Context: an optimization exercise on an open-source flow, tuned for small area and a short achievable clock period. The choices shown serve that exercise and are no tape-out recipe. The RTL was checked by simulation tests, not by an equivalence proof against the original design. No activity file was given, so power comes from the tool's default toggle rates.

## alpha
// minifloat_pipe
module minifloat_pipe (
    input  wire        clk,
    input  wire        rst,
    input  wire        in_valid,
    input  wire [4:0]  op,
    input  wire [31:0] a,
    input  wire [31:0] b,
    output wire [31:0] y,
    output reg  [1:0]  st,
    output reg         out_valid
);
clock: 15.0 ns
lec_check: 0
cap_margin: 20
core_margin: 2
core_utilization: 50
cts_buf_list: sky130_fd_sc_hd__clkbuf_8
slew_margin: 20
standard.sh (not shown) runs the stock make flow with config.mk's settings and CLKGATE_MAP_FILE= SYNTH_SCRIPT=/design/flow/synth_recipe.tcl, a recipe that flattens the netlist after the stock synthesis.
==> flow/flow/run.sh <==
#!/bin/bash
set -euo pipefail
export BUFFER_PORTS_ARGS="-buffer_cell sky130_fd_sc_hd__buf_1"
bash standard.sh SETUP_SLACK_MARGIN=11 REMOVE_ABC_BUFFERS=1 finish > standard.log 2>&1
Modified inputs, beta compared to alpha
Settings: CTS_BUF_LIST no longer set, was sky130_fd_sc_hd__clkbuf_8; CORE_UTILIZATION now 40, was 50.
==> flow/flow/run.sh <==
#!/bin/bash
set -euo pipefail
export BUFFER_PORTS_ARGS="-buffer_cell sky130_fd_sc_hd__buf_1"
bash standard.sh SETUP_SLACK_MARGIN=11 finish > standard.log 2>&1
Findings:
beta has completed all stages; timing, DRC and antenna checks passed. When beta is measured against alpha, its power turns out about 9% higher. Number of buffer and inverter instances along the worst setup path ended up 1 higher on beta than on alpha. Summary of beta over alpha: shortest clock period the worst path allows after layout picked up an extra 0.011 ns, combinational power held, sequential cell area rose about 0.4%, total of clock buffers placed in the layout has increased, final cell count without fillers went up about 4%. On beta: critical path depth in cells is 7 higher than what alpha gave. Compared with alpha, beta shows worst setup margin lower by 0.011 ns.

* * *

## violet
minifloat_pipe, a different RTL version from the one above (not shown whole).
Size: roughly 700 cells after synthesis, about 92 flip-flops, ~110 I/O pins, about 0.0061 mm² of cells after synthesis.
clock: 15.0 ns
lec_check: 0
cap_margin: 20
core_margin: 2
core_utilization: 40
slew_margin: 20
==> flow/flow/run.sh <==
#!/bin/bash
set -euo pipefail
export BUFFER_PORTS_ARGS="-buffer_cell sky130_fd_sc_hd__buf_2"
bash standard.sh SETUP_SLACK_MARGIN=11 finish > standard.log 2>&1
violet went all the way through the flow, and no timing, DRC or antenna check failed.
Setup changes, violet to maple
--- a/flow/flow/run.sh
+++ b/flow/flow/run.sh
@@ -3 +3 @@
-export BUFFER_PORTS_ARGS="-buffer_cell sky130_fd_sc_hd__buf_2"
+export BUFFER_PORTS_ARGS="-buffer_cell sky130_fd_sc_hd__buf_1"
Notes after the runs:
Last weighted congestion value of the routability-driven placer: maple < violet. Per the comparison of maple with violet, clock network area share down 0.26 points; multi-input combinational area share up 1.1 points; placed instance area down 1.4%; number of buffers outside the clock class in the layout down 2. Looking at register area, maple sits 6.3 µm² below violet. Combinational logic power across maple and violet: no real change. Comparing transition time of the tightest slew-check pin for maple and violet, the smaller number came from maple. Re wire length: violet was higher than maple.

* * *

== run A ==
RTL: one of the versions met above, not the one the previous note started from.
For scale: about 720 cells after synthesis, roughly 110 I/O pins, roughly 6000 um2 of cells after synthesis.
clock: 15.0 ns
lec_check: 0
cap_margin: 20
core_margin: 2
core_utilization: 50
cts_buf_list: sky130_fd_sc_hd__clkbuf_8
slew_margin: 20
==> flow/flow/run.sh <==
#!/bin/bash
set -euo pipefail
export BUFFER_PORTS_ARGS="-buffer_cell sky130_fd_sc_hd__buf_1"
bash standard.sh SETUP_SLACK_MARGIN=11.2 finish > standard.log 2>&1
Looking at the reports, run A completed the entire flow and the layout it produced met the timing, DRC and antenna checks.
Relative to run A, the following input files were edited for run B:
Settings: CORE_UTILIZATION now 40, was 50.
==> flow/flow/run.sh <==
#!/bin/bash
set -euo pipefail
export BUFFER_PORTS_ARGS="-buffer_cell sky130_fd_sc_hd__buf_1"
bash standard.sh SETUP_SLACK_MARGIN=11 finish > standard.log 2>&1
Results
- Against run A, run B comes in 3.1 points lower on area overhead of the layout relative to synthesis.
- Run B: total wirelength of the detailed-routed design lower than run A
- Type of the worst setup path = in -> reg: run B; type of the worst setup path = reg -> out: run A
- First-pass GRT wire length, run B vs run A: down by a few percent
- Relative to run A, total number of nets in the final design has decreased by 9 in run B.
- Die width of run B exceeds that of run A by more than 10%.
- Between run B and run A, it is run B whose combinational group share of total power is lower, by 1.5 points.
- Looking at number of global-route vias before repair across run B and run A, the one that comes out lower is run B.
- Required time of the critical path sits higher in run B than in run A.
What run C does differently from run B at the input level:
Settings: changing CORE_UTILIZATION from 40 to 50.
Notes after the runs:
- Run C completed every stage of the flow, and the final layout passed the timing, DRC and antenna checks.
- Delta (run C minus run B): utilization +12 points; fraction of power consumed by sequential logic has increased.
- Of run B and run C, run B shows the higher finished layout cell area, with run C below it.
- Run C vs run B, wire length went down by about 1%.

==> re-timing with driven ports <==
The results above use ideal ports. As a check the final layouts listed here were re-extracted and re-timed, cells and wires unchanged. Step 1 assumes that a clkbuf_16 drives the clock port and a buf_2 every other input. Step 2 also shifts input and output timing later by t, the mid clock arrival at the registers, as if the neighbouring blocks saw the same clock. a / b / c = ideal / step 1 / step 2; a / b = the first two.
| run | t (ns) | setup slack, ns | worst register clock-pin slew, ns | pins driven straight from the clock port |
|---|---|---|---|---|
| alpha | 0.418 | 11.079 / 11.044 / 10.705 | 0.11 / 0.11 | 1 |
| beta | 0.389 | 11.069 / 11.083 / 10.695 | 0.06 / 0.06 | 1 |
| violet | 0.383 | 11.090 / 11.100 / 10.717 | 0.07 / 0.07 | 1 |
| maple | 0.387 | 11.104 / 11.094 / 10.714 | 0.07 / 0.07 | 1 |
| run A | 0.412 | 11.148 / 11.110 / 10.724 | 0.10 / 0.10 | 1 |
| run B | 0.408 | 11.067 / 11.078 / 10.671 | 0.09 / 0.09 | 1 |
| run C | 0.417 | 11.075 / 11.038 / 10.685 | 0.10 / 0.10 | 1 |
After both steps every run listed still meets setup and hold. For run A, which loses most, drivers alone change the setup slack by -0.038 ns; drivers and shift together by -0.424 ns.
